Context: an optimization exercise on an open-source flow, tuned for small area, a short achievable clock period and few clock cycles per item. The choices shown serve that exercise and are no tape-out recipe.
At most, simulation tests tie the RTL to the original design; equivalence was not proved.
Function not checked in runs 2 to 5: the RTL went through the layout flow alone.
Power is estimated from default activity; no workload was simulated.

==> flow/design.v, too long to show whole: its modules and the start of the top module <==
// module rcg_legrom: 2153 lines
// module ranging_code_gen: 201 lines
module ranging_code_gen (
    input  wire        clk,
    input  wire        rst,
    input  wire        cmd_valid,
    output wire        cmd_ready,
    input  wire [1:0]  cmd_mode,    
    input  wire [13:0] cmd_arg,     
    input  wire [13:0] cmd_p,       
    input  wire [13:0] cmd_len,     
    output reg         chip_valid,
    output reg         chip
);
  // ...
==> flow/run.sh <==
#!/bin/bash
# synth_recipe.tcl (not shown) runs the flow's synth.tcl, then flattens the netlist and writes it again
# the make line also repeats each setting of config.mk as NAME=value (left out here)
make -C /OpenROAD-flow-scripts/flow DESIGN_CONFIG=/design/flow/config.mk WORK_HOME=/design/flow/orfs CLKGATE_MAP_FILE= SYNTH_SCRIPT=/design/flow/synth_recipe.tcl finish
==> flow/config.mk <==
export PLATFORM = sky130hd
export DESIGN_NAME = ranging_code_gen
export DESIGN_NICKNAME = ranging_code_gen
export VERILOG_FILES = /design/flow/design.v
export SDC_FILE = /design/flow/constraint.sdc
export NUM_CORES = 4
export LEC_CHECK = 0
export ABC_AREA = 1
export CAP_MARGIN = 20
export CELL_PAD_IN_SITES_DETAIL_PLACEMENT = 1
export CELL_PAD_IN_SITES_GLOBAL_PLACEMENT = 1
export CORE_MARGIN = 2
export CORE_UTILIZATION = 35
export PLACE_DENSITY = 0.45
export SETUP_SLACK_MARGIN = 4
export SLEW_MARGIN = 20
==> flow/constraint.sdc <==
create_clock -name core_clock -period 8.0 [get_ports {clk}]
set_input_delay 1.6000 -clock core_clock [delete_from_list [all_inputs] [get_ports {clk}]]
set_output_delay 1.6000 -clock core_clock [all_outputs]
set_load 0.01 [all_outputs]
==> metrics.md, run 1 <==
| Metric | Value |
|---|---|
| Result of the run | no timing/DRC/antenna violations |
| Depth of the most critical reg-to-reg path | 16 |
| Via count of the first global-routing pass | 12260 |
| DRC violation total after the first TritonRoute iteration | 1429 |
| Drt first pass iters | 5 |
| Warning count from the yosys run | 1 |
| Clock network latency to the later pin of the worst-skew pair | 0.35 ns |
| Combinational group power | 2500 uW |
| Final cell utilization of the core | 40.4% |
| Nature of the critical path endpoint | register |
| Yosys top cell area share | 17.5% |
| Crit-path max cell delay | 0.68 ns |
| Area-dominant cell class after layout | multi-input gates |
| Die Span Y | 170 um |
| TritonCTS clock tree | done |
| Synth Flop Type | sky130_fd_sc_hd__dfxtp_1 |
| Count of buffers not belonging to the clock network in the layout | 85 |
| Overall power consumption | 3530 uW |
| Clock Tree Root | sky130_fd_sc_hd__clkbuf_16 |
| FF+latch count, synth | 79 |
| Number of levels in the clock H-tree | 3 |
| Top Registers | x: 15 flops, y: 15 flops, rem: 14 flops |
| Worst path top cell family by delay | simple AND/OR/NAND/NOR gates |
| Internal power | 1420 uW |
| Signal arrival time at the worst endpoint | 4.21 ns |
| Async set or reset register ratio after synthesis | 0% |
Testbench counts, summed over its fixed seeds: cycles 16,758, chips 14,062.
==> module ranging_code_gen, before the edit <==
module ranging_code_gen (
    input  wire        clk,
    input  wire        rst,
    input  wire        cmd_valid,
    output wire        cmd_ready,
    input  wire [1:0]  cmd_mode,    
    input  wire [13:0] cmd_arg,     
    input  wire [13:0] cmd_p,       
    input  wire [13:0] cmd_len,     
    output reg         chip_valid,
    output reg         chip
);
    localparam [14:0] N_M = 15'd10243;
    localparam [14:0] N_S = 15'd3607;
    localparam [12:0] H_M = 13'd5121;    
    localparam [12:0] H_S = 13'd1803;
    reg        st_gold;
    reg        st_wset;
    reg        st_wrun;
    reg        sub;         
    reg [13:0] rem;
    reg        rem1;        
    reg [14:0] x;
    reg [14:0] y;
    reg [3:0]  sc;
    reg        d_init;
    reg        d_addy;
    reg        d_fold;
    reg        d_c1;
    reg        d_c2;
    reg        d_pass;
    reg [11:0] l_idx;
    reg        l_sg;
    reg        leg_q;       
    reg        leg_ph;
    reg        leg_a;
    wire idle   = ~(st_gold | st_wset | st_wrun);
    wire emit   = st_gold | (st_wrun & leg_ph);
    wire last   = emit & rem1;
    assign cmd_ready = idle | last;
    wire acc = cmd_valid & cmd_ready;
    wire [12:0] g1 = x[12:0];
    wire [12:0] g2 = y[12:0];
    wire g1_fb = sub ? ^(g1 & 13'b1000000001101) : ^(g1[10:0] & 11'b11111000001);
    wire g2_fb = sub ? ^(g2 & 13'b1101101110001) : ^(g2[10:0] & 11'b10110011111);
    wire g1_rl = sub & (g1 == 13'h07FF);      
    wire gold_chip = sub ? (g1[12] ^ g2[12]) : (g1[10] ^ (^(g2[10:0] & l_idx[10:0])));
    wire [12:0] hh = sub ? H_S : H_M;
    wire [14:0] nn = sub ? N_S : N_M;
    wire [12:0] v  = x[12:0];
    wire        vs = x[14];
    reg         fz;
    reg         fh;
    reg  [14:0] red_c;
    always @(*) begin
        if (d_c1)
            red_c = sub ? 15'd14428 : 15'd20486;    
        else if (d_c2)
            red_c = sub ? 15'd7214  : 15'd10243;    
        else if (d_pass)
            red_c = 15'h7FFF;                       
        else
            red_c = nn;
    end
    wire op_init = st_wset & d_init;
    wire op_addy = st_wset & d_addy;
    wire op_fold = st_wset & d_fold;
    wire op_red  = st_wset & ~d_init & ~d_addy & ~d_fold;
    wire w_hold = ~vs & fh;
    wire w_dec  = vs & ~fz;
    reg  [14:0] ad_b;
    always @(*) begin
        if (op_init)
            ad_b = nn - 15'd1;
        else if (op_addy)
            ad_b = y;
        else if (op_fold)
            ad_b = nn;
        else if (op_red)
            ad_b = ~red_c;
        else
            ad_b = w_hold ? 15'd0 : (w_dec ? 15'h7FFF : 15'd1);
    end
    wire        ad_c = op_fold | op_red;
    wire [14:0] ad_a = x ^ {15{op_fold}};
    reg  [15:0] pg;
    reg  [15:0] pp;
    reg  [15:0] ad_s;
    integer     i;
    integer     d;
    always @(*) begin
        pg = {ad_a & ad_b, ad_c};
        pp = {ad_a ^ ad_b, 1'b0};
        for (d = 0; d < 4; d = d + 1)
            for (i = 0; i < 16; i = i + 1)
                if (((i + 1) % (2 << d)) == 0) begin
                    pg[i] = pg[i] | (pp[i] & pg[i - (1 << d)]);
                    pp[i] = pp[i] & pp[i - (1 << d)];
                end
        for (d = 2; d >= 0; d = d - 1)
            for (i = 0; i < 16; i = i + 1)
                if (((i + 1) % (2 << d)) == (1 << d) && i >= (2 << d)) begin
                    pg[i] = pg[i] | (pp[i] & pg[i - (1 << d)]);
                    pp[i] = pp[i] & pp[i - (1 << d)];
                end
        ad_s = {pg[15], (ad_a ^ ad_b) ^ pg[14:0]};
    end
    reg         x_gt_h;
    integer     j;
    always @(*) begin
        x_gt_h = 1'b0;
        for (j = 0; j < 13; j = j + 1)
            x_gt_h = hh[j] ? (x[j] & x_gt_h) : (x[j] | x_gt_h);
        x_gt_h = x[13] | x_gt_h;
    end
    wire        keep_x = (op_red & ~ad_s[15]) | (op_fold & ~x_gt_h);
    wire        y_top  = st_wset ? (op_fold | ad_s[14]) : (w_dec | w_hold);
    wire [14:0] y_nx   = keep_x ? x : {y_top, ad_s[13:0]};
    wire [3:0] sc_nx = cmd_ready ? 4'd0 : sc + 4'd1;
    reg  [13:0] rem_dec;
    reg         rem_b;
    integer     n;
    always @(*) begin
        rem_b = 1'b1;
        for (n = 0; n < 14; n = n + 1) begin
            rem_dec[n] = rem[n] ^ rem_b;
            rem_b      = rem_b & ~rem[n];
        end
    end
    wire [12:0] yv = y[12:0];
    wire        s8 = (yv[7:0] == 8'd0);
    wire [12:0] a1 = s8 ? {8'd0, yv[12:8]} : yv;
    wire        s4 = (a1[3:0] == 4'd0);
    wire [12:0] a2 = s4 ? {4'd0, a1[12:4]} : a1;
    wire        s2 = (a2[1:0] == 2'd0);
    wire [12:0] a3 = s2 ? {2'd0, a2[12:2]} : a2;
    wire        s1 = ~a3[0];
    wire [12:0] a4 = s1 ? {1'd0, a3[12:1]} : a3;
    wire rom_q;
    rcg_legrom u_rom (.a({sub, l_idx}), .q(rom_q));
    wire leg = ~fz & (rom_q ^ l_sg);
    always @(posedge clk) begin
        if (rst) begin
            st_gold    <= 1'b0;
            st_wset    <= 1'b0;
            st_wrun    <= 1'b0;
            chip_valid <= 1'b0;
        end else begin
            chip_valid <= emit;
            if (acc) begin
                st_gold <= ~cmd_mode[1] & (cmd_len != 14'd0);
                st_wset <= cmd_mode[1] & (cmd_len != 14'd0);
                st_wrun <= 1'b0;
            end else if (last) begin
                st_gold <= 1'b0;
                st_wrun <= 1'b0;
            end else if (st_wset & (sc == 4'd11)) begin
                st_wset <= 1'b0;
                st_wrun <= 1'b1;
            end
        end
    end
    always @(posedge clk) begin
        chip <= st_gold ? gold_chip : (leg_a ^ leg_q);
        if (emit) begin
            rem  <= rem_dec;
            rem1 <= (rem == 14'd2);
        end
        sc     <= sc_nx;
        d_init <= (sc_nx == 4'd0);
        d_addy <= (sc_nx == 4'd7);
        d_fold <= (sc_nx == 4'd8) | (sc_nx == 4'd11);
        d_c1   <= (sc_nx == 4'd1) | (sc_nx == 4'd2);
        d_c2   <= (sc_nx == 4'd3) | (sc_nx == 4'd4);
        d_pass <= (sc_nx == 4'd10);
        if (st_gold) begin
            x <= {y[14:13], g1_rl ? 13'h1FFF : {g1[11:0], g1_fb}};
            y <= {y_nx[14:13], g2[11:0], g2_fb};
        end else begin
            x <= y;
            y <= y_nx;
        end
        if (~st_gold) begin
            l_idx <= a4[12:1];
        end
        fz    <= (y[12:0] == 13'd0);
        fh    <= (y[12:0] == hh);
        l_sg  <= y[14] ^ (~sub & s1);
        leg_q  <= leg;
        leg_ph <= st_wrun & sc[0];
        leg_a  <= leg_q;        
        if (cmd_ready) begin
            sub   <= cmd_mode[0];
            rem   <= cmd_len;
            rem1  <= (cmd_len == 14'd1);
            x     <= cmd_mode[1] ? {1'b0, cmd_p} : (cmd_mode[0] ? 15'h1FFF : 15'h02AA);
            y     <= (cmd_mode == 2'd0) ? 15'h02AA : {1'b0, cmd_arg};
            l_idx <= {1'b0, cmd_arg[10:0]};
        end
    end
endmodule
==> run 2: changes to the inputs <==
--- a/flow/design.v
+++ b/flow/design.v
@@ -2170,6 +2170,7 @@
     reg        st_gold;
     reg        st_wset;
     reg        st_wrun;
+    reg        ready_q;     
     reg        sub;         
     reg [13:0] rem;
     reg        rem1;        
@@ -2182,16 +2183,26 @@
     reg        d_c1;
     reg        d_c2;
     reg        d_pass;
+    reg        d_end;
+    reg        fz;          
+    reg        wd;          
+    reg        wh;          
     reg [11:0] l_idx;
     reg        l_sg;
     reg        leg_q;       
-    reg        leg_ph;
-    reg        leg_a;
-    wire idle   = ~(st_gold | st_wset | st_wrun);
-    wire emit   = st_gold | (st_wrun & leg_ph);
-    wire last   = emit & rem1;
-    assign cmd_ready = idle | last;
-    wire acc = cmd_valid & cmd_ready;
+    reg        leg_ph;      
+    reg        leg_a;       
+    wire emit = st_gold | (st_wrun & leg_ph);
+    wire last = emit & rem1;
+    assign cmd_ready = ready_q;
+    wire acc  = cmd_valid & ready_q;
+    wire len_nz  = (cmd_len != 14'd0);
+    wire gold_nx = acc ? (~cmd_mode[1] & len_nz) : (st_gold & ~last);
+    wire wset_nx = acc ? (cmd_mode[1] & len_nz) : (st_wset & ~d_end);
+    wire wrun_nx = acc ? 1'b0 : ((st_wrun & ~last) | (st_wset & d_end));
+    wire lph_nx  = st_wrun & sc[0];
+    wire rem1_nx = ready_q ? (cmd_len == 14'd1) : (emit ? (rem == 14'd2) : rem1);
+    wire rdy_nx  = ~(gold_nx | wset_nx | wrun_nx) | ((gold_nx | (wrun_nx & lph_nx)) & rem1_nx);
     wire [12:0] g1 = x[12:0];
     wire [12:0] g2 = y[12:0];
     wire g1_fb = sub ? ^(g1 & 13'b1000000001101) : ^(g1[10:0] & 11'b11111000001);
@@ -2200,10 +2211,6 @@
     wire gold_chip = sub ? (g1[12] ^ g2[12]) : (g1[10] ^ (^(g2[10:0] & l_idx[10:0])));
     wire [12:0] hh = sub ? H_S : H_M;
     wire [14:0] nn = sub ? N_S : N_M;
-    wire [12:0] v  = x[12:0];
-    wire        vs = x[14];
-    reg         fz;
-    reg         fh;
     reg  [14:0] red_c;
     always @(*) begin
         if (d_c1)
@@ -2215,27 +2222,23 @@
         else
             red_c = nn;
     end
-    wire op_init = st_wset & d_init;
-    wire op_addy = st_wset & d_addy;
     wire op_fold = st_wset & d_fold;
     wire op_red  = st_wset & ~d_init & ~d_addy & ~d_fold;
-    wire w_hold = ~vs & fh;
-    wire w_dec  = vs & ~fz;
-    reg  [14:0] ad_b;
+    reg  [14:0] b_set;
     always @(*) begin
-        if (op_init)
-            ad_b = nn - 15'd1;
-        else if (op_addy)
-            ad_b = y;
-        else if (op_fold)
-            ad_b = nn;
-        else if (op_red)
-            ad_b = ~red_c;
+        if (d_init)
+            b_set = nn - 15'd1;
+        else if (d_addy)
+            b_set = y;
+        else if (d_fold)
+            b_set = nn;
         else
-            ad_b = w_hold ? 15'd0 : (w_dec ? 15'h7FFF : 15'd1);
+            b_set = ~red_c;
     end
-    wire        ad_c = op_fold | op_red;
-    wire [14:0] ad_a = x ^ {15{op_fold}};
+    wire [14:0] b_walk = {{14{wd}}, ~wh};
+    wire [14:0] ad_b   = st_wset ? b_set : b_walk;
+    wire        ad_c   = op_fold | op_red;
+    wire [14:0] ad_a   = x ^ {15{op_fold}};
     reg  [15:0] pg;
     reg  [15:0] pp;
     reg  [15:0] ad_s;
@@ -2267,9 +2270,9 @@
         x_gt_h = x[13] | x_gt_h;
     end
     wire        keep_x = (op_red & ~ad_s[15]) | (op_fold & ~x_gt_h);
-    wire        y_top  = st_wset ? (op_fold | ad_s[14]) : (w_dec | w_hold);
+    wire        y_top  = st_wset ? (d_fold | ad_s[14]) : (wd | wh);
     wire [14:0] y_nx   = keep_x ? x : {y_top, ad_s[13:0]};
-    wire [3:0] sc_nx = cmd_ready ? 4'd0 : sc + 4'd1;
+    wire [3:0] sc_nx = ready_q ? 4'd0 : sc + 4'd1;
     reg  [13:0] rem_dec;
     reg         rem_b;
     integer     n;
@@ -2280,15 +2283,17 @@
             rem_b      = rem_b & ~rem[n];
         end
     end
-    wire [12:0] yv = y[12:0];
-    wire        s8 = (yv[7:0] == 8'd0);
-    wire [12:0] a1 = s8 ? {8'd0, yv[12:8]} : yv;
-    wire        s4 = (a1[3:0] == 4'd0);
-    wire [12:0] a2 = s4 ? {4'd0, a1[12:4]} : a1;
-    wire        s2 = (a2[1:0] == 2'd0);
-    wire [12:0] a3 = s2 ? {2'd0, a2[12:2]} : a2;
-    wire        s1 = ~a3[0];
-    wire [12:0] a4 = s1 ? {1'd0, a3[12:1]} : a3;
+    wire [12:0] yv  = y[12:0];
+    wire        z4  = (yv[3:0] == 4'd0);
+    wire        z8  = (yv[7:0] == 8'd0);
+    wire        z12 = (yv[11:0] == 12'd0);
+    wire [12:0] sb  = z12 ? {12'd0, yv[12]} :
+                      z8  ? {8'd0, yv[12:8]} :
+                      z4  ? {4'd0, yv[12:4]} : yv;
+    wire [12:0] sm  = sb[0] ? sb :
+                      sb[1] ? {1'd0, sb[12:1]} :
+                      sb[2] ? {2'd0, sb[12:2]} : {3'd0, sb[12:3]};
+    wire        t_odd = ~sb[0] & (sb[1] | ~sb[2]);    
     wire rom_q;
     rcg_legrom u_rom (.a({sub, l_idx}), .q(rom_q));
     wire leg = ~fz & (rom_q ^ l_sg);
@@ -2297,28 +2302,21 @@
             st_gold    <= 1'b0;
             st_wset    <= 1'b0;
             st_wrun    <= 1'b0;
+            ready_q    <= 1'b1;
             chip_valid <= 1'b0;
         end else begin
+            st_gold    <= gold_nx;
+            st_wset    <= wset_nx;
+            st_wrun    <= wrun_nx;
+            ready_q    <= rdy_nx;
             chip_valid <= emit;
-            if (acc) begin
-                st_gold <= ~cmd_mode[1] & (cmd_len != 14'd0);
-                st_wset <= cmd_mode[1] & (cmd_len != 14'd0);
-                st_wrun <= 1'b0;
-            end else if (last) begin
-                st_gold <= 1'b0;
-                st_wrun <= 1'b0;
-            end else if (st_wset & (sc == 4'd11)) begin
-                st_wset <= 1'b0;
-                st_wrun <= 1'b1;
-            end
         end
     end
     always @(posedge clk) begin
         chip <= st_gold ? gold_chip : (leg_a ^ leg_q);
-        if (emit) begin
-            rem  <= rem_dec;
-            rem1 <= (rem == 14'd2);
-        end
+        rem1 <= rem1_nx;
+        if (emit)
+            rem <= rem_dec;
         sc     <= sc_nx;
         d_init <= (sc_nx == 4'd0);
         d_addy <= (sc_nx == 4'd7);
@@ -2326,6 +2324,7 @@
         d_c1   <= (sc_nx == 4'd1) | (sc_nx == 4'd2);
         d_c2   <= (sc_nx == 4'd3) | (sc_nx == 4'd4);
         d_pass <= (sc_nx == 4'd10);
+        d_end  <= (sc_nx == 4'd11);
         if (st_gold) begin
             x <= {y[14:13], g1_rl ? 13'h1FFF : {g1[11:0], g1_fb}};
             y <= {y_nx[14:13], g2[11:0], g2_fb};
@@ -2334,18 +2333,18 @@
             y <= y_nx;
         end
         if (~st_gold) begin
-            l_idx <= a4[12:1];
+            l_idx <= sm[12:1];
         end
-        fz    <= (y[12:0] == 13'd0);
-        fh    <= (y[12:0] == hh);
-        l_sg  <= y[14] ^ (~sub & s1);
+        fz     <= (yv == 13'd0);
+        wd     <= y[14] & (yv != 13'd0);
+        wh     <= ~y[14] & (yv == hh);
+        l_sg   <= y[14] ^ (~sub & t_odd);
         leg_q  <= leg;
-        leg_ph <= st_wrun & sc[0];
-        leg_a  <= leg_q;        
-        if (cmd_ready) begin
+        leg_ph <= lph_nx;
+        leg_a  <= leg_q;
+        if (ready_q) begin
             sub   <= cmd_mode[0];
             rem   <= cmd_len;
-            rem1  <= (cmd_len == 14'd1);
             x     <= cmd_mode[1] ? {1'b0, cmd_p} : (cmd_mode[0] ? 15'h1FFF : 15'h02AA);
             y     <= (cmd_mode == 2'd0) ? 15'h02AA : {1'b0, cmd_arg};
             l_idx <= {1'b0, cmd_arg[10:0]};
--- a/flow/config.mk
+++ b/flow/config.mk
@@ -12,5 +12,5 @@
 export CORE_MARGIN = 2
 export CORE_UTILIZATION = 35
 export PLACE_DENSITY = 0.45
-export SETUP_SLACK_MARGIN = 4
+export SETUP_SLACK_MARGIN = 4.5
 export SLEW_MARGIN = 20
==> run 2 against run 1 <==
Effect of this change: clock skew is 0.0054 ns higher; cell count is 4.0% higher; still clean on timing, DRC and antenna; register-to-register slack better by 0.47 ns; largest cell class unchanged; first-iteration DRC count is 5.0% lower; highest routed layer unchanged; critical path type unchanged; global-route usage is 0.18 points higher.
==> metrics.md, run 2 <==
| Metric | Value |
|---|---|
| Result of the run | no timing/DRC/antenna violations (unchanged) |
| Initial antenna violation count | 4 (was 2) |
| Clock net sink count | 82 (was 79) |
| Commonest cells after routing, fill and taps aside | sky130_fd_sc_hd__nand2_1, sky130_fd_sc_hd__nand3_1, sky130_fd_sc_hd__inv_1, sky130_fd_sc_hd__nor2_1, sky130_fd_sc_hd__o21ai_0 (was sky130_fd_sc_hd__nand2_1, sky130_fd_sc_hd__nand3_1, sky130_fd_sc_hd__nor2_1, sky130_fd_sc_hd__inv_1, sky130_fd_sc_hd__a21oi_1) |
| Peak supply drop | 0.118 mV (was 0.116 mV) |
| Endpoints failing hold | 0 (unchanged) |
| Ranking of synthesized cells by area | sky130_fd_sc_hd__nand2_1, sky130_fd_sc_hd__dfxtp_1, sky130_fd_sc_hd__nand3_1 (was sky130_fd_sc_hd__nand2_1, sky130_fd_sc_hd__nand3_1, sky130_fd_sc_hd__dfxtp_1) |
| Synthesized instance count | 1644 (was 1608) |
| Final total negative setup slack | 0 ns (unchanged) |
| Layout cell share with drive strength beyond 1 | 8.82% (was 7.58%) |
| Bufs and invs on worst path | 2 (was 3) |
| Die Span Y | 171 um (was 170 um) |
| Worst-case headroom to the max-slew limit | 40.1% (was 28.3%) |
| Worst path top cell family by delay | compound AO/OA/AOI/OAI gates (was simple AND/OR/NAND/NOR gates) |
| Crit-path max cell delay | 0.72 ns (was 0.68 ns) |
| Post-synth EDFFs | 26 (was 27) |
| Number of levels in the clock H-tree | 3 (unchanged) |
| Met1 global-route usage | 45.6% (was 44.5%) |
| Drt first pass iters | 5 (unchanged) |
| Distinct cell type count after synthesis | 52 (was 61) |
| Synth Flop Type | sky130_fd_sc_hd__dfxtp_1 (unchanged) |
| Via count of the first global-routing pass | 12495 (was 12260) |
| Sequence of cells on the critical path | buf_4 > clkinv_2 > a21oi_1 > o21ai_0 > o311ai_2 > a21oi_1 > nand2_1 > nand2_1 > nand2_1 > nand4_1 > a21oi_1 > nor2_1 (was buf_4 > clkinvlp_4 > ha_1 > inv_1 > nand2_1 > nor3_1 > nor3_2 > o21ai_0 > nand3_1 > nand3_1 > nand3_1 > nand3_1 > nand2_1 > nand2_1 > a21oi_1 > nor2_1) |
| Detailed-placement wirelength estimate | 42500 um (was 41800 um) |
| Final antenna diode count | 0 (was 1) |
| Nets@finish | 1771 (was 1725) |
| Class of the most critical setup path | register to register (unchanged) |
| Maximum fanout along the worst path | 41 (was 19) |
| Area of placed instances | 0.0105 sq mm (was 0.0103 sq mm) |
| Required time reported for the critical path endpoint | 8.25 ns (was 8.24 ns) |
| Core area | 0.0276 sq mm (was 0.0270 sq mm) |
| Element type at the critical path start | register (unchanged) |
| Placement Rows | 61 (was 60) |
| Met3 usage in global routing | 9.32% (was 9.42%) |
| Reg-to-reg endpoint | leg_q$_DFF_P_ (unchanged) |
| Vias | 12555 (was 12402) |
| Measured slew at the worst slew-check pin | 0.897 ns (was 1.06 ns) |
| Most common library cells after synthesis | sky130_fd_sc_hd__nand2_1, sky130_fd_sc_hd__nand3_1, sky130_fd_sc_hd__inv_1 (unchanged) |
| Cell with the most instances after synthesis | sky130_fd_sc_hd__nand2_1 (unchanged) |
| Number of routed nets with antenna violations | 0 (unchanged) |
| Max capacitance violation total | 0 (unchanged) |
| Async set or reset register ratio after synthesis | 0% (unchanged) |
| Inserted Clock Buffers | 9 (unchanged) |
| Worst flop-to-flop path startpoint | l_idx[4]$_DFFE_PP_ (was l_idx[2]$_DFFE_PP_) |
| Final worst path period need | 3.51 ns (was 3.97 ns) |
| DRC violation total after the first TritonRoute iteration | 1358 (was 1429) |
| Drt wl/cell | 28.5 um (was 29.2 um) |
| Final worst-path cycle share | 43.8% (was 49.6%) |
| FF+latch count, synth | 82 (was 79) |
| Depth of the most critical reg-to-reg path | 12 (was 16) |
| Area Growth Syn to Fin | 16.5% (was 13.2%) |
| Number of top-level pins | 50 (unchanged) |
| Cell type with the largest total area after synthesis | sky130_fd_sc_hd__nand2_1 (unchanged) |
| Average size of a mapped cell | 5.96 sq um (was 6.00 sq um) |
| DRC viols | 0 (unchanged) |
| Most common library cell in the layout ignoring fill and taps | sky130_fd_sc_hd__nand2_1 (unchanged) |
| Clock Path Buffers | 2 (unchanged) |
| X dimension of the die | 171 um (was 170 um) |
| Worst Hold Margin | 0.394 ns (was 0.369 ns) |
| Die area | 0.0293 sq mm (was 0.0289 sq mm) |
| End point of the worst hold path | leg_a$_DFF_P_ (unchanged) |
| Number of pins with negative max-slew slack in the final report | 0 (unchanged) |
| Pin count of the biggest net entering global routing | 54 (was 76) |
| Cell with the largest stage delay on the worst path | sky130_fd_sc_hd__clkinv_2 (was sky130_fd_sc_hd__nor3_2) |
| Fraction of the yosys area taken by sequential cells | 19.4% (was 19.2%) |
| Total of buffers placed on input and output ports | 49 (unchanged) |
| Global-route wire length before repair | 84000 um (was 82600 um) |
| Yosys top cell area share | 17.4% (was 17.5%) |
| TritonCTS clock tree | done (unchanged) |
| Nature of the critical path endpoint | register (unchanged) |
| Effective utilization at floorplan | 35.4% (was 35.7%) |
| Summed instance area of the synthesized netlist | 0.00979 sq mm (was 0.00965 sq mm) |
| Setup slack of the most critical reg-to-reg path | 4.49 ns (was 4.03 ns) |
| Clock network latency to the later pin of the worst-skew pair | 0.35 ns (about the same) |
| Number of instances on the worst hold path | 0 (unchanged) |
| Signal arrival time at the worst endpoint | 3.75 ns (was 4.21 ns) |
| Vias per Instance | 6.14 (was 6.31) |
| Hold Path Origin | leg_q$_DFF_P_ (unchanged) |
| Top Registers | x: 15 flops, y: 15 flops, rem: 14 flops (unchanged) |
| Classification of the worst-slack hold path | register to register (unchanged) |
| Clock Tree Root | sky130_fd_sc_hd__clkbuf_16 (unchanged) |
| Final-report setup violation count | 0 (unchanged) |
| Synth Net Count | 1754 (was 1715) |
| DP Cell Count | 2006 (was 1930) |
| GRT busiest layer | met2 (unchanged) |
| Detailed Route WL | 58200 um (was 57400 um) |
| Warning count from the yosys run | 1 (unchanged) |
| Aggregate global-route resource usage | 39.7% (was 39.6%) |
| Total leakage power | 0.00523 uW (was 0.00509 uW) |
| Worst Skew | 0.0154 ns (was 0.0100 ns) |
| Total non-filler cell area in the finished layout | 0.0114 sq mm (was 0.0109 sq mm) |
| Unrepaired setup endpoints after global routing | false (unchanged) |
| Layout Cells excl Fill | 2044 (was 1965) |
| PD cells | 291 mW/mm^2 (was 324 mW/mm^2) |
| Maximum operating frequency | 285 MHz (was 252 MHz) |
| Clock slew at the register clock pins of the worst setup and hold paths | 0.07 ns (was 0.06 ns) |
| Met2 track demand over resource in global routing | 63.5% (was 63.1%) |
| Weighted congestion at the end of routability-driven global placement | 1.06 (was 1.03) |
| Final cell utilization of the core | 41.3% (was 40.4%) |
| Gr ovfl total | 0 (unchanged) |
## run 2: worst max path at each step
stage,endpoint,slack (ns),cells after the start,start
floorplan,y[14]$_SDFF_PP0_,4.56,22,sub$_DFFE_PP_
global placement,y[14]$_SDFF_PP0_,3.77,17,sub$_DFFE_PP_
detailed placement,y[13]$_DFF_P_,3.56,19,sub$_DFFE_PP_
CTS,y[13]$_DFF_P_,4.51,18,sub$_DFFE_PP_
global route,y[12]$_DFF_P_,4.44,18,d_c1$_DFF_P_
finish,leg_q$_DFF_P_,4.49,12,l_idx[4]$_DFFE_PP_
## run 2: cells by family (layout without fill, tap and decap cells)
logic type,after synthesis,in the layout,synth area share [%]
fa+ha+maj,63,63,8.66
xor+xnor,49,49,4.38
compound gates,330,330,19.3
flops,82,82,19.4
buf+inv,252,274,10.4
simple gates,868,868,37.8
## run 2: layout make-up
cell class                 count  area (sq um)
sequential                    82          1920
fill                        3764         16200
multi-input combinational   1310          7210
timing repair buffer          86           821
inverter                     171           671
clock buffer                   9           225
timing repair inverter         1          7.51
tap                          378           473
clock inverter                 7          81.3
## run 2: worst register-to-register path, stage by stage, from the launching register on
cell,delay [ns]
sky130_fd_sc_hd__edfxtp_1,0.35
sky130_fd_sc_hd__buf_4,0.39
sky130_fd_sc_hd__clkinv_2,0.74
sky130_fd_sc_hd__a21oi_1,0.65
sky130_fd_sc_hd__o21ai_0,0.22
sky130_fd_sc_hd__o311ai_2,0.28
sky130_fd_sc_hd__a21oi_1,0.14
sky130_fd_sc_hd__nand2_1,0.15
sky130_fd_sc_hd__nand2_1,0.08
sky130_fd_sc_hd__nand2_1,0.07
sky130_fd_sc_hd__nand4_1,0.12
sky130_fd_sc_hd__a21oi_1,0.17
sky130_fd_sc_hd__nor2_1,0.06
## run 2: repair_timing
item | CTS | global route
cloned | 0 | 1
hold buffers | 0 | 0
hold endpoints to repair | 0 | 0
resized for setup | 40 | 75
setup buffers | 12 | 9
setup endpoints to repair | 17 | 20
pin swaps | 4 | 13
## run 2: power breakdown
part           internal (uW)  switching (uW)
registers                505             106
clock network            249             199
logic                    639            1610
## run 2: metal layers
| metal | share of wire [%] | vias up |
|---|---|---|
| met4 | 9.7 | 4 |
| li1 | - | 5564 |
| met3 | 9.1 | 272 |
| met2 | 44 | 767 |
| met5 | 0.043 | - |
| met1 | 37 | 5948 |
## run 2: metrics by stage
stage	total power, uW	setup slack (ns)
2_1_floorplan	1840	4.56
3_3_place_gp	2640	3.77
3_5_place_dp	2630	3.56
4_1_cts	3120	4.51
5_1_grt	3460	4.44
6_report	3310	4.49
==> run 3: changes to the inputs <==
--- a/flow/config.mk
+++ b/flow/config.mk
@@ -12,5 +12,5 @@
 export CORE_MARGIN = 2
 export CORE_UTILIZATION = 35
 export PLACE_DENSITY = 0.45
-export SETUP_SLACK_MARGIN = 4.5
+export SETUP_SLACK_MARGIN = 5
 export SLEW_MARGIN = 20
==> run 3 against run 2 <==
Effect of this change: sequential power shrank 1%; largest power group unchanged; final area grew 6.8%; sequential share of layout area shrank 1.0 points; critical path depth grew 7; synthesized cell count is the same; core utilization grew 2.8 points; fmax grew 3.2%; cell count grew 2.1%; still clean; setup slack gained 0.11 ns; register-to-register slack gained 0.11 ns; combinational power grew 9.8%.
==> metrics.md, run 3 <==
| Metric | Value |
|---|---|
| Cell type with the largest total area after synthesis | sky130_fd_sc_hd__nand2_1 (unchanged) |
| Effective utilization at floorplan | 35.4% (unchanged) |
| Synth Net Count | 1754 (unchanged) |
| Crit path setup slack, layout | 4.60 ns (was 4.49 ns) |
| Initial antenna violation count | 8 (was 4) |
| Number of top-level pins | 50 (unchanged) |
| Number of routed nets with antenna violations | 0 (unchanged) |
| FF+latch count, synth | 82 (unchanged) |
| Clock slew at the register clock pins of the worst setup and hold paths | 0.07 ns (about the same) |
| GRT busiest layer | met2 (unchanged) |
| Met3 usage in global routing | 15.5% (was 9.32%) |
| Peak supply drop | 0.113 mV (was 0.118 mV) |
| Nature of the critical path endpoint | register (unchanged) |
| Clock Path Buffers | 2 (unchanged) |
| Drt wl/cell | 29.7 um (was 28.5 um) |
| Required time reported for the critical path endpoint | 8.24 ns (was 8.25 ns) |
| Number of levels in the clock H-tree | 3 (unchanged) |
| Max capacitance violation total | 0 (unchanged) |
| Final total negative setup slack | 0 ns (unchanged) |
| Yosys top cell area share | 17.4% (unchanged) |
| Fillcell total | 3674 (was 3764) |
| Final worst path period need | 3.40 ns (was 3.51 ns) |
| Signal arrival time at the worst endpoint | 3.64 ns (was 3.75 ns) |
| DP Cell Count | 2005 (was 2006) |
| Most common library cell in the layout ignoring fill and taps | sky130_fd_sc_hd__nand2_1 (unchanged) |
| TritonCTS clock tree | done (unchanged) |
| Warning count from the yosys run | 1 (unchanged) |
| Global-route wire length before repair | 89500 um (was 84000 um) |
| Final worst-path cycle share | 42.4% (was 43.8%) |
| Commonest cells after routing, fill and taps aside | sky130_fd_sc_hd__nand2_1, sky130_fd_sc_hd__nand3_1, sky130_fd_sc_hd__inv_1, sky130_fd_sc_hd__nor2_1, sky130_fd_sc_hd__o21ai_0 (unchanged) |
| Internal power | 1470 uW (was 1390 uW) |
| Class of the most critical setup path | register to register (unchanged) |
| Net Switching | 2050 uW (was 1920 uW) |
| Switching power share of the total | 58.2% (was 58.0%) |
| Worst Skew | 0.0149 ns (was 0.0154 ns) |
| Top Registers | x: 15 flops, y: 15 flops, rem: 14 flops (unchanged) |
| Distinct cell type count after synthesis | 52 (unchanged) |
| Core area | 0.0276 sq mm (unchanged) |
| Measured slew at the worst slew-check pin | 1.27 ns (was 0.897 ns) |
| Gr ovfl total | 0 (unchanged) |
| Ranking of synthesized cells by area | sky130_fd_sc_hd__nand2_1, sky130_fd_sc_hd__dfxtp_1, sky130_fd_sc_hd__nand3_1 (unchanged) |
| Met2 track demand over resource in global routing | 65.5% (was 63.5%) |
| Maximum operating frequency | 295 MHz (was 285 MHz) |
| Endpoints failing hold | 0 (unchanged) |
| Met1 global-route usage | 47.0% (was 45.6%) |
| Weighted congestion at the end of routability-driven global placement | 1.04 (was 1.06) |
| Element type at the critical path start | register (unchanged) |
| Average size of a mapped cell | 5.96 sq um (unchanged) |
| Die area | 0.0293 sq mm (unchanged) |
| Part of the power in the clock network | 12.9% (was 13.5%) |
| X dimension of the die | 171 um (unchanged) |
| Synth Flop Type | sky130_fd_sc_hd__dfxtp_1 (unchanged) |
| Result of the run | no timing/DRC/antenna violations (unchanged) |
| Hold Buf Count CTS | 0 (unchanged) |
| Fraction of the yosys area taken by sequential cells | 19.4% (unchanged) |
| Unrepaired setup endpoints after global routing | true (was false) |
| Clock net sink count | 82 (unchanged) |
| Die Span Y | 171 um (unchanged) |
| Final-report setup violation count | 0 (unchanged) |
| DRC viols | 0 (unchanged) |
| Clock network latency to the later pin of the worst-skew pair | 0.35 ns (about the same) |
| Area of placed instances | 0.0105 sq mm (about the same) |
| Pin count of the biggest net entering global routing | 58 (was 54) |
| Worst slack, placed | 3.95 ns (was 3.56 ns) |
| DRC violation total after the first TritonRoute iteration | 1759 (was 1358) |
| Drt first pass iters | 6 (was 5) |
| Worst-case headroom to the max-slew limit | 14.5% (was 40.1%) |
| Via count of the first global-routing pass | 13058 (was 12495) |
| Detailed Route WL | 61900 um (was 58200 um) |
| Layout Cells excl Fill | 2086 (was 2044) |
| Summed instance area of the synthesized netlist | 0.00979 sq mm (unchanged) |
| Most common library cells after synthesis | sky130_fd_sc_hd__nand2_1, sky130_fd_sc_hd__nand3_1, sky130_fd_sc_hd__inv_1 (unchanged) |
| Classification of the worst-slack hold path | register to register (unchanged) |
| Nets@finish | 1810 (was 1771) |
| Aggregate global-route resource usage | 42.6% (was 39.7%) |
| Vias | 13133 (was 12555) |
| Total leakage power | 0.00551 uW (was 0.00523 uW) |
| Number of pins with negative max-slew slack in the final report | 0 (unchanged) |
| Maximum fanout along the worst path | 21 (was 41) |
| Layout cell share with drive strength beyond 1 | 15.5% (was 8.82%) |
| Vias per Instance | 6.30 (was 6.14) |
| Cell with the most instances after synthesis | sky130_fd_sc_hd__nand2_1 (unchanged) |
| Post-synth EDFFs | 26 (unchanged) |
| Total of buffers placed on input and output ports | 49 (unchanged) |
| Inserted Clock Buffers | 9 (unchanged) |
| Detailed-placement wirelength estimate | 42900 um (was 42500 um) |
| Proportion of power drawn by combinational gates | 69.9% (was 68.0%) |
| Synthesized instance count | 1644 (unchanged) |
| Area Growth Syn to Fin | 24.4% (was 16.5%) |
| Total non-filler cell area in the finished layout | 0.0122 sq mm (was 0.0114 sq mm) |
| PD cells | 290 mW/mm^2 (was 291 mW/mm^2) |
| Portion of total power attributed to sequential cells | 17.2% (was 18.5%) |
| Placement Rows | 61 (unchanged) |
| Async set or reset register ratio after synthesis | 0% (unchanged) |
| Clock Tree Root | sky130_fd_sc_hd__clkbuf_16 (unchanged) |
-- run 3: changes by cell type in the layout (fill, tap and decap cells not counted), moves of 11 or more --
| cell | delta |
|---|---|
| sky130_fd_sc_hd__buf_4 | +24 |
| sky130_fd_sc_hd__nand2_1 | -12 |
| sky130_fd_sc_hd__nand2_2 | +11 |
| sky130_fd_sc_hd__nor2_1 | -11 |
| sky130_fd_sc_hd__o21ai_0 | -14 |
-- run 3: cell type report --
type                    instances  area (sq um)  area share (%)
diodes                          3          7.51          0.0617
clock buffers                   9           225            1.85
clock inverters                 7          81.3           0.668
inverters                     171           711            5.84
multi-input cells            1314          7530            61.9
flip-flops and latches         82          1920            15.8
well taps                     378           473            3.88
repair buffers                121          1210            9.98
repair inverters                1          8.76          0.0719
-- run 3: path summary, 6_finish.rpt --
check / start / endpoint / slack [ns] / cells past startpoint
worst max-delay path: l_idx[2]$_DFFE_PP_ / leg_q$_DFF_P_ / 4.60 / 19
worst min-delay path: leg_q$_DFF_P_ / leg_a$_DFF_P_ / 0.39 / 0
worst max register to register: l_idx[2]$_DFFE_PP_ / leg_q$_DFF_P_ / 4.60 / 19
worst min register to register: leg_q$_DFF_P_ / leg_a$_DFF_P_ / 0.39 / 0
-- run 3: power by group through the flow --
stage               logic, uW  clock network [uW]  registers (uW)
finish                   2470                 455             606
global route             2580                 472             611
CTS                      2190                 454             600
detailed placement       2020                   0             608
global placement         2030                   0             607
floorplan                1290                   0             559
-- run 3: cells by family after synthesis --
family	share of synthesized area, %
and+or+nand+nor	37.8
xor gates and xnor gates	4.38
adders and majority gates	8.66
AOI/OAI and AO/OA	19.3
DFF	19.4
buffers and inverters	10.4
-- run 3: critical path, cell delays in order (launching register included) --
cell and delay (ns):
sky130_fd_sc_hd__edfxtp_1 0.45, sky130_fd_sc_hd__buf_12 0.23, sky130_fd_sc_hd__ha_4 0.32, sky130_fd_sc_hd__inv_1 0.15, sky130_fd_sc_hd__nand2_1 0.16, sky130_fd_sc_hd__nand2_1 0.20
sky130_fd_sc_hd__nand2_1 0.41, sky130_fd_sc_hd__nand3_1 0.13, sky130_fd_sc_hd__nand2_1 0.09, sky130_fd_sc_hd__nand2_1 0.05, sky130_fd_sc_hd__nand3_1 0.11, sky130_fd_sc_hd__nand3_1 0.28
sky130_fd_sc_hd__nand3_1 0.22, sky130_fd_sc_hd__nand3_1 0.08, sky130_fd_sc_hd__nand3_1 0.08, sky130_fd_sc_hd__nand2_1 0.05, sky130_fd_sc_hd__nand2_1 0.07, sky130_fd_sc_hd__nand3_1 0.07
sky130_fd_sc_hd__nand2_1 0.06, sky130_fd_sc_hd__nor2_1 0.03
-- run 3: what timing repair did --
item	4_1_cts	5_1_grt
resized for setup	149	80
setup buffers	36	20
setup endpoints to repair	35	24
pin swaps	20	32
gates cloned	4	2
-- run 3: metal layers --
metal  up-vias  wire, um
met5         -        65
met4        10      6310
met3       342      6560
met2       903     27000
met1      6239     22000
li1       5639         -
-- run 3: through the flow --
stage	total power, uW	utilization, %	hold WS, ns
after floorplan	1850	-	0.350
after detailed placement	2630	38.0	0.387
after global placement	2640	38.0	0.382
final	3530	44.1	0.386
after global routing	3660	44.0	0.394
after CTS	3250	42.3	0.393
==> run 4: changes to the inputs <==
--- a/flow/design.v
+++ b/flow/design.v
@@ -2269,9 +2269,13 @@
             x_gt_h = hh[j] ? (x[j] & x_gt_h) : (x[j] | x_gt_h);
         x_gt_h = x[13] | x_gt_h;
     end
-    wire        keep_x = (op_red & ~ad_s[15]) | (op_fold & ~x_gt_h);
-    wire        y_top  = st_wset ? (d_fold | ad_s[14]) : (wd | wh);
-    wire [14:0] y_nx   = keep_x ? x : {y_top, ad_s[13:0]};
+    wire        keep_x  = (op_red & ~ad_s[15]) | (op_fold & ~x_gt_h);
+    wire        y_top   = st_wset ? (d_fold | ad_s[14]) : (wd | wh);
+    wire [14:0] y_load  = (cmd_mode == 2'd0) ? 15'h02AA : {1'b0, cmd_arg};
+    wire [14:0] y_gold  = {y[14:13], g2[11:0], g2_fb};
+    wire [14:0] y_other = ready_q ? y_load : (st_gold ? y_gold : x);
+    wire        use_sum = ~ready_q & ~st_gold & ~keep_x;
+    wire [14:0] y_d     = use_sum ? {y_top, ad_s[13:0]} : y_other;
     wire [3:0] sc_nx = ready_q ? 4'd0 : sc + 4'd1;
     reg  [13:0] rem_dec;
     reg         rem_b;
@@ -2325,13 +2329,11 @@
         d_c2   <= (sc_nx == 4'd3) | (sc_nx == 4'd4);
         d_pass <= (sc_nx == 4'd10);
         d_end  <= (sc_nx == 4'd11);
-        if (st_gold) begin
+        y <= y_d;
+        if (st_gold)
             x <= {y[14:13], g1_rl ? 13'h1FFF : {g1[11:0], g1_fb}};
-            y <= {y_nx[14:13], g2[11:0], g2_fb};
-        end else begin
+        else
             x <= y;
-            y <= y_nx;
-        end
         if (~st_gold) begin
             l_idx <= sm[12:1];
         end
@@ -2346,7 +2348,6 @@
             sub   <= cmd_mode[0];
             rem   <= cmd_len;
             x     <= cmd_mode[1] ? {1'b0, cmd_p} : (cmd_mode[0] ? 15'h1FFF : 15'h02AA);
-            y     <= (cmd_mode == 2'd0) ? 15'h02AA : {1'b0, cmd_arg};
             l_idx <= {1'b0, cmd_arg[10:0]};
         end
     end
==> run 4 against run 3 <==
Effect of this change: area after synthesis grew 1.4%; sequential share of layout area is essentially flat; clock skew shrank 0.0079 ns; wire length grew 1.3%; combinational power is essentially flat; largest cell class unchanged; largest power group unchanged.
==> metrics.md, run 4 <==
| Metric | Value |
|---|---|
| Worst path top cell family by delay | simple AND/OR/NAND/NOR gates (unchanged) |
| Crit-path max cell delay | 0.43 ns (was 0.45 ns) |
| Yosys top cell area share | 16.9% (was 17.4%) |
| Endpoints failing hold | 0 (unchanged) |
| DP Cell Count | 2017 (was 2005) |
| Hold Buf Count CTS | 0 (unchanged) |
| Vias per Instance | 6.25 (was 6.30) |
| Clock Tree Root | sky130_fd_sc_hd__clkbuf_16 (unchanged) |
| Vias | 13102 (was 13133) |
| FF+latch count, synth | 82 (unchanged) |
| Most common library cells after synthesis | sky130_fd_sc_hd__nand2_1, sky130_fd_sc_hd__nand3_1, sky130_fd_sc_hd__inv_1 (unchanged) |
| Cell with the most instances after synthesis | sky130_fd_sc_hd__nand2_1 (unchanged) |
| Clock slew at the register clock pins of the worst setup and hold paths | 0.07 ns (about the same) |
| Placement Rows | 61 (unchanged) |
| PD cells | 287 mW/mm^2 (was 290 mW/mm^2) |
| Sequence of cells on the critical path | buf_8 > buf_8 > nand2_1 > inv_1 > nand2_1 > nand3_1 > nand3_1 > nand3_1 > nand2_1 > nand2_1 > nand2_1 > nand2_1 > nand2_1 > nand2_1 > nand3_1 > nand2_1 > nand3_1 > a21oi_1 > nor2_1 (was buf_12 > ha_4 > inv_1 > nand2_1 > nand2_1 > nand2_1 > nand3_1 > nand2_1 > nand2_1 > nand3_1 > nand3_1 > nand3_1 > nand3_1 > nand3_1 > nand2_1 > nand2_1 > nand3_1 > nand2_1 > nor2_1) |
| Via count of the first global-routing pass | 13047 (was 13058) |
| Drt first pass iters | 5 (was 6) |
| Layout cell share with drive strength beyond 1 | 15.1% (was 15.5%) |
| Core area | 0.0279 sq mm (was 0.0276 sq mm) |
| Detailed-placement wirelength estimate | 42700 um (was 42900 um) |
| Number of levels in the clock H-tree | 3 (unchanged) |
| Clock network latency to the later pin of the worst-skew pair | 0.36 ns (was 0.35 ns) |
| Required time reported for the critical path endpoint | 8.25 ns (was 8.24 ns) |
| Aggregate global-route resource usage | 42.6% (about the same) |
| Clock net sink count | 82 (unchanged) |
| Measured slew at the worst slew-check pin | 0.953 ns (was 1.27 ns) |
| Ranking of synthesized cells by area | sky130_fd_sc_hd__nand2_1, sky130_fd_sc_hd__dfxtp_1, sky130_fd_sc_hd__nand3_1 (unchanged) |
| Total non-filler cell area in the finished layout | 0.0122 sq mm (about the same) |
| Final worst path period need | 3.50 ns (was 3.40 ns) |
| Maximum fanout along the worst path | 24 (was 21) |
| Area Growth Syn to Fin | 23.2% (was 24.4%) |
| Synthesized instance count | 1653 (was 1644) |
| Average size of a mapped cell | 6.01 sq um (was 5.96 sq um) |
| TritonCTS clock tree | done (unchanged) |
| Gr ovfl total | 0 (unchanged) |
| DRC viols | 0 (unchanged) |
| Final-report setup violation count | 0 (unchanged) |
| Nature of the critical path endpoint | register (unchanged) |
| Total of buffers placed on input and output ports | 49 (unchanged) |
| Max capacitance violation total | 0 (unchanged) |
| Signal arrival time at the worst endpoint | 3.74 ns (was 3.64 ns) |
| Most common library cell in the layout ignoring fill and taps | sky130_fd_sc_hd__nand2_1 (unchanged) |
| Area of placed instances | 0.0106 sq mm (was 0.0105 sq mm) |
| Initial antenna violation count | 12 (was 8) |
| Die area | 0.0297 sq mm (was 0.0293 sq mm) |
| Distinct cell type count after synthesis | 55 (was 52) |
| Top Registers | x: 15 flops, y: 15 flops, rem: 14 flops (unchanged) |
| Pin count of the biggest net entering global routing | 64 (was 58) |
| Most common cell on crit path | sky130_fd_sc_hd__nand2_1 (unchanged) |
| Final worst-path cycle share | 43.7% (was 42.4%) |
| Die Span Y | 172 um (was 171 um) |
| Worst slack, placed | 3.97 ns (was 3.95 ns) |
| Detailed Route WL | 62800 um (was 61900 um) |
| Number of top-level pins | 50 (unchanged) |
| Classification of the worst-slack hold path | register to register (unchanged) |
| Final total negative setup slack | 0 ns (unchanged) |
| Maximum operating frequency | 286 MHz (was 295 MHz) |
| Worst-case headroom to the max-slew limit | 36.5% (was 14.5%) |
| Crit path setup slack, layout | 4.50 ns (was 4.60 ns) |
| Peak supply drop | 0.116 mV (was 0.113 mV) |
| Clock Path Buffers | 2 (unchanged) |
| Class of the most critical setup path | register to register (unchanged) |
| Warning count from the yosys run | 1 (unchanged) |
| Drt wl/cell | 29.9 um (was 29.7 um) |
| X dimension of the die | 172 um (was 171 um) |
| Fillcell total | 3723 (was 3674) |
| Bufs and invs on worst path | 3 (was 2) |
| Global-route wire length before repair | 89700 um (was 89500 um) |
| Summed instance area of the synthesized netlist | 0.00993 sq mm (was 0.00979 sq mm) |
| Effective utilization at floorplan | 35.7% (was 35.4%) |
| Commonest cells after routing, fill and taps aside | sky130_fd_sc_hd__nand2_1, sky130_fd_sc_hd__nand3_1, sky130_fd_sc_hd__inv_1, sky130_fd_sc_hd__nor2_1, sky130_fd_sc_hd__o21ai_0 (unchanged) |
| Weighted congestion at the end of routability-driven global placement | 1.05 (was 1.04) |
| Number of routed nets with antenna violations | 0 (unchanged) |
| Unrepaired setup endpoints after global routing | true (unchanged) |
| Setup slack of the most critical reg-to-reg path | 4.50 ns (was 4.60 ns) |
| Synth Flop Type | sky130_fd_sc_hd__dfxtp_1 (unchanged) |
| Final cell utilization of the core | 43.9% (was 44.1%) |
| Element type at the critical path start | register (unchanged) |
| DRC violation total after the first TritonRoute iteration | 1339 (was 1759) |
| Fraction of the yosys area taken by sequential cells | 19.3% (was 19.4%) |
| Result of the run | no timing/DRC/antenna violations (unchanged) |
| Layout Cells excl Fill | 2096 (was 2086) |
| Number of pins with negative max-slew slack in the final report | 0 (unchanged) |
| Inserted Clock Buffers | 9 (unchanged) |
| Async set or reset register ratio after synthesis | 0% (unchanged) |
| Cell type with the largest total area after synthesis | sky130_fd_sc_hd__nand2_1 (unchanged) |
| Worst Skew | 0.00696 ns (was 0.0149 ns) |
| Nets@finish | 1822 (was 1810) |
| Cell with the largest stage delay on the worst path | sky130_fd_sc_hd__nand3_1 (was sky130_fd_sc_hd__edfxtp_1) |
| Post-synth EDFFs | 28 (was 26) |
| Total leakage power | 0.00550 uW (was 0.00551 uW) |
| Synth Net Count | 1763 (was 1754) |
==> run 4: changes by cell type after synthesis, moves of 5 or more <==
cell                       previous run  this run
sky130_fd_sc_hd__nand2_1            453       446
sky130_fd_sc_hd__o22ai_1             12        17
sky130_fd_sc_hd__a21oi_1            101        94
sky130_fd_sc_hd__clkbuf_1            37        31
sky130_fd_sc_hd__o21ai_0            121       156
sky130_fd_sc_hd__a31oi_1             11         6
==> run 4: logic make-up after synthesis <==
logic type / share of synthesized area (%)
adders and majority gates: 8.54
and+or+nand+nor: 37.5
buffers and inverters: 10.8
AOI/OAI and AO/OA: 19.6
DFF: 19.4
xor gates and xnor gates: 4.23
==> run 4: cell type report <==
| class | instances | area [sq um] | area share (%) |
|---|---|---|---|
| Tap cell | 378 | 473 | 3.86 |
| Sequential cell | 82 | 1940 | 15.8 |
| Clock buffer | 11 | 264 | 2.16 |
| Inverter | 171 | 703 | 5.75 |
| Clock inverter | 4 | 48.8 | 0.399 |
| Antenna cell | 2 | 5.00 | 0.0409 |
| Multi-Input combinational cell | 1322 | 7580 | 61.9 |
| Timing Repair Buffer | 126 | 1230 | 10.1 |
==> run 4: stage by stage <==
step / power (uW) / hold WS, ns
after CTS: 3230 / 0.382
after detailed placement: 2640 / 0.370
final: 3520 / 0.382
after global placement: 2630 / 0.373
after floorplan: 1880 / 0.350
after global routing: 3660 / 0.388
==> run 4: power breakdown <==
group	internal, uW	switching, uW
Clock	267	187
Sequential	507	99.9
Combinational	700	1750
==> run 4: routing by layer <==
layer / wire length [um] / global-route usage [%] / share of wire, % / vias to the layer above
li1: - / - / - / 5688
met1: 21800 / 45.7 / 35 / 6225
met2: 26700 / 64.7 / 42 / 808
met3: 7580 / 18.9 / 12 / 359
met4: 6570 / 34.7 / 10 / 22
met5: 155 / 0 / 0.25 / -
==> run 4: what timing repair did <==
item	in CTS	in global routing
gates cloned	3	1
setup endpoints to repair	29	38
resized for setup	134	78
pin swaps	28	25
setup buffers	31	27
==> run 4: final timing paths <==
kind / end / start / depth (start not counted)
hold / removal: leg_a$_DFF_P_ / leg_q$_DFF_P_ / 0
hold reg to reg: leg_a$_DFF_P_ / leg_q$_DFF_P_ / 0
setup reg to reg: leg_q$_DFF_P_ / l_idx[3]$_DFFE_PP_ / 19
setup / recovery: leg_q$_DFF_P_ / l_idx[3]$_DFFE_PP_ / 19
==> run 5: changes to the inputs <==
==> flow/flow/run.sh (new file) <==
#!/bin/bash
# The standard layout (standard.sh), with the port buffers that global placement
# inserts on every input and output made plain buffers (buf_2) instead of the
# default delay-buffer cell.
set -euo pipefail
export BUFFER_PORTS_ARGS="-buffer_cell sky130_fd_sc_hd__buf_2"
bash standard.sh > standard.log 2>&1
==> flow/standard.sh (new file) <==
#!/bin/bash
# synth_recipe.tcl (not shown) runs the flow's synth.tcl, then flattens the netlist and writes it again
# the make line also repeats each setting of config.mk as NAME=value (left out here)
make -C /OpenROAD-flow-scripts/flow DESIGN_CONFIG=/design/flow/config.mk WORK_HOME=/design/flow/orfs CLKGATE_MAP_FILE= SYNTH_SCRIPT=/design/flow/synth_recipe.tcl "${@:-finish}"
--- a/flow/config.mk
+++ b/flow/config.mk
@@ -12,5 +12,5 @@
 export CORE_MARGIN = 2
 export CORE_UTILIZATION = 35
 export PLACE_DENSITY = 0.45
-export SETUP_SLACK_MARGIN = 5
+export SETUP_SLACK_MARGIN = 4.5
 export SLEW_MARGIN = 20
removed: flow/run.sh
==> run 5 against run 4 <==
Effect of this change: still clean; setup slack better by 0.0053 ns; fmax rose by 0.15%; sequential power fell by 0.7%; hold slack worse by 0.013 ns; area after synthesis is the same; clock power down 2%; combinational power fell by 7%; wire length is 5.1% lower.
==> metrics.md, run 5 <==
| Metric | Value |
|---|---|
| Global-route wire length before repair | 85300 um (was 89700 um) |
| Number of top-level pins | 50 (unchanged) |
| Top Registers | x: 15 flops, y: 15 flops, rem: 14 flops (unchanged) |
| Measured slew at the worst slew-check pin | 0.922 ns (was 0.953 ns) |
| Most common library cell in the layout ignoring fill and taps | sky130_fd_sc_hd__nand2_1 (unchanged) |
| Initial antenna violation count | 4 (was 12) |
| Area Growth Syn to Fin | 14.3% (was 23.2%) |
| Proportion of synthesized area in mux cells | 0% (unchanged) |
| Number of levels in the clock H-tree | 3 (unchanged) |
| Element type at the critical path start | register (unchanged) |
| Gr ovfl total | 0 (unchanged) |
| Final-report setup violation count | 0 (unchanged) |
| Pin count of the biggest net entering global routing | 56 (was 64) |
| DRC viols | 0 (unchanged) |
| Peak supply drop | 0.121 mV (was 0.116 mV) |
| Unrepaired setup endpoints after global routing | true (unchanged) |
| Clock Path Buffers | 2 (unchanged) |
| Total of buffers placed on input and output ports | 49 (unchanged) |
| Clock Tree Root | sky130_fd_sc_hd__clkbuf_16 (unchanged) |
| Vias | 12759 (was 13102) |
| Yosys top cell area share | 16.9% (unchanged) |
| Maximum operating frequency | 286 MHz (about the same) |
| Synthesized instance count | 1653 (unchanged) |
| Effective utilization at floorplan | 35.7% (unchanged) |
| Number of instances on the worst hold path | 0 (unchanged) |
| PD cells | 293 mW/mm^2 (was 287 mW/mm^2) |
| Weighted congestion at the end of routability-driven global placement | 1.04 (was 1.05) |
| Final cell utilization of the core | 40.7% (was 43.9%) |
| Placement Rows | 61 (unchanged) |
| Aggregate global-route resource usage | 40.1% (was 42.6%) |
| Clock slew at the register clock pins of the worst setup and hold paths | 0.06 ns (was 0.07 ns) |
| Area fraction in compound gates after synthesis | 19.6% (unchanged) |
| Nets@finish | 1794 (was 1822) |
| Synth Net Count | 1763 (unchanged) |
| FF+latch count, synth | 82 (unchanged) |
| Commonest cells after routing, fill and taps aside | sky130_fd_sc_hd__nand2_1, sky130_fd_sc_hd__nand3_1, sky130_fd_sc_hd__inv_1, sky130_fd_sc_hd__o21ai_0, sky130_fd_sc_hd__nor2_1 (was sky130_fd_sc_hd__nand2_1, sky130_fd_sc_hd__nand3_1, sky130_fd_sc_hd__inv_1, sky130_fd_sc_hd__nor2_1, sky130_fd_sc_hd__o21ai_0) |
| Drt first pass iters | 5 (unchanged) |
| TritonCTS clock tree | done (unchanged) |
| Inserted Clock Buffers | 9 (unchanged) |
| Depth of the most critical reg-to-reg path | 17 (was 19) |
| Layout cell share with drive strength beyond 1 | 12.6% (was 15.1%) |
| Detailed Route WL | 59600 um (was 62800 um) |
| Classification of the worst-slack hold path | register to register (unchanged) |
| XOR/XNOR Fraction of Synth Area | 4.23% (unchanged) |
| Average size of a mapped cell | 6.01 sq um (unchanged) |
| Die area | 0.0297 sq mm (unchanged) |
| Drt wl/cell | 28.8 um (was 29.9 um) |
| Synthesized-area fraction occupied by and/or/nand/nor cells | 37.5% (unchanged) |
| X dimension of the die | 172 um (unchanged) |
| Cell with the most instances after synthesis | sky130_fd_sc_hd__nand2_1 (unchanged) |
| Hold Buf Count CTS | 0 (unchanged) |
| Cell type with the largest total area after synthesis | sky130_fd_sc_hd__nand2_1 (unchanged) |
| Number of routed nets with antenna violations | 0 (unchanged) |
| Ranking of synthesized cells by area | sky130_fd_sc_hd__nand2_1, sky130_fd_sc_hd__dfxtp_1, sky130_fd_sc_hd__nand3_1 (unchanged) |
| Nature of the critical path endpoint | register (unchanged) |
| Most common library cells after synthesis | sky130_fd_sc_hd__nand2_1, sky130_fd_sc_hd__nand3_1, sky130_fd_sc_hd__inv_1 (unchanged) |
| Result of the run | no timing/DRC/antenna violations (unchanged) |
| Fraction of the yosys area taken by sequential cells | 19.3% (unchanged) |
| Summed instance area of the synthesized netlist | 0.00993 sq mm (unchanged) |
| Worst-case headroom to the max-slew limit | 37.9% (was 36.5%) |
| Required time reported for the critical path endpoint | 8.25 ns (about the same) |
| Via count of the first global-routing pass | 12739 (was 13047) |
| Final total negative setup slack | 0 ns (unchanged) |
| Synth Flop Type | sky130_fd_sc_hd__dfxtp_1 (unchanged) |
| DRC violation total after the first TritonRoute iteration | 1420 (was 1339) |
| Maximum fanout along the worst path | 21 (was 24) |
| Endpoints failing hold | 0 (unchanged) |
| Clock net sink count | 82 (unchanged) |
| Dominant combinational cell family by area after synthesis | simple AND/OR/NAND/NOR gates (unchanged) |
| Detailed-placement wirelength estimate | 43400 um (was 42700 um) |
| Final worst path period need | 3.49 ns (was 3.50 ns) |
| Die Span Y | 172 um (unchanged) |
| Total leakage power | 0.00529 uW (was 0.00550 uW) |
| Worst Skew | 0.00573 ns (was 0.00696 ns) |
| Class of the most critical setup path | register to register (unchanged) |
| Clock network latency to the later pin of the worst-skew pair | 0.35 ns (was 0.36 ns) |
| Max capacitance violation total | 0 (unchanged) |
| Synth Area in Adders | 8.54% (unchanged) |
| Number of pins with negative max-slew slack in the final report | 0 (unchanged) |
| Signal arrival time at the worst endpoint | 3.74 ns (about the same) |
| Post-synth EDFFs | 28 (unchanged) |
| Distinct cell type count after synthesis | 55 (unchanged) |
| Core area | 0.0279 sq mm (unchanged) |
| Final worst-path cycle share | 43.6% (was 43.7%) |
| Vias per Instance | 6.17 (was 6.25) |
| Async set or reset register ratio after synthesis | 0% (unchanged) |
| Warning count from the yosys run | 1 (unchanged) |
[run 5: cell counts after synthesis]
Identical to the previous run, type by type.
[run 5: report_power, final]
part / switching, uW / internal [uW]
registers: 97.1 / 506
clock network: 175 / 269
logic: 1650 / 634
total: 1920 / 1410
[run 5: critical path: stages (launching register included)]
cell	delay (ns)
sky130_fd_sc_hd__edfxtp_1	0.39
sky130_fd_sc_hd__buf_4	0.37
sky130_fd_sc_hd__ha_1	0.62
sky130_fd_sc_hd__nor2_4	0.18
sky130_fd_sc_hd__nand2_1	0.41
sky130_fd_sc_hd__nand4_1	0.17
sky130_fd_sc_hd__nand2_1	0.10
sky130_fd_sc_hd__nand2_1	0.16
sky130_fd_sc_hd__nand2_1	0.12
sky130_fd_sc_hd__nand3_1	0.16
sky130_fd_sc_hd__nand3_1	0.17
sky130_fd_sc_hd__nand3_1	0.09
sky130_fd_sc_hd__nand3_1	0.09
sky130_fd_sc_hd__nand2_1	0.07
sky130_fd_sc_hd__nand3_1	0.10
sky130_fd_sc_hd__nand3_1	0.07
sky130_fd_sc_hd__nand2_1	0.06
sky130_fd_sc_hd__nor2_1	0.03
[run 5: metal layers]
layer | vias to the layer above | part of all wire [%] | track usage [%]
li1 | 5622 | - | -
met1 | 6107 | 36 | 43.6
met4 | 8 | 10 | 37.1
met3 | 288 | 8.6 | 11.0
met2 | 734 | 45 | 63.2
met5 | - | 0.10 | 0
[run 5: final timing paths]
| kind | start | end | slack, ns |
|---|---|---|---|
| worst max register to register | l_idx[2]$_DFFE_PP_ | leg_q$_DFF_P_ | 4.51 |
| worst min-delay path | leg_q$_DFF_P_ | leg_a$_DFF_P_ | 0.37 |
| worst max-delay path | l_idx[2]$_DFFE_PP_ | leg_q$_DFF_P_ | 4.51 |
| worst min register to register | leg_q$_DFF_P_ | leg_a$_DFF_P_ | 0.37 |
[run 5: area by class of cell]
class | count | area [sq um]
fill | 3778 | 16500
clock inverter | 4 | 46.3
antenna | 1 | 2.50
multi-input combinational | 1320 | 7240
timing repair buffer | 100 | 691
tap | 378 | 473
sequential | 82 | 1930
inverter | 171 | 697
clock buffer | 12 | 268
[run 5: cells by family after synthesis]
| kind of cell | after synthesis |
|---|---|
| DFF | 82 |
| xor gates and xnor gates | 48 |
| buffers and inverters | 251 |
| adders and majority gates | 63 |
| AOI/OAI and AO/OA | 345 |
| and+or+nand+nor | 864 |
[run 5: what timing repair did]
item,4_1_cts,5_1_grt
pin swaps,4,21
resized for setup,39,63
endpoints found under the setup margin,16,16
buffers inserted,5,29
cloned,0,1
[run 5: through the flow]
step	hold WS [ns]	std cells	total power (uW)	setup WS, ns	area, sq um
2_1_floorplan	0.350	1653	1870	4.60	9940
5_1_grt	0.370	2067	3480	4.35	11300
6_report	0.369	2068	3330	4.51	11300
4_1_cts	0.367	2037	3110	4.50	10800
3_3_place_gp	0.355	2016	2640	3.92	10400
3_5_place_dp	0.359	2016	2630	3.65	10400

## re-timing with driven ports
Ports are ideal in the flow. The routed layouts listed here were re-timed in OpenROAD. Step 1 assumes that a clkbuf_16 drives the clock port and a buf_2 every other input. Step 2, shift: input delay + t, output delay - t, t = (earliest + latest rising clock arrival at the registers) / 2. This alone moves slack from input paths to output paths. a / b / c = no drivers / after step 1 / after step 2; a / b = the first two.
run	t, ns	slack for setup (ns)	worst slew at a driven data input, ns
run 1	0.388	4.029 / 4.029 / 4.029	0.04
run 2	0.392	4.495 / 4.495 / 4.495	0.05
run 3	0.392	4.605 / 4.605 / 4.605	0.05
run 4	0.398	4.503 / 4.503 / 4.503	0.04
run 5	0.400	4.509 / 4.509 / 4.509	0.04
After both steps setup and hold are still met in every run listed.
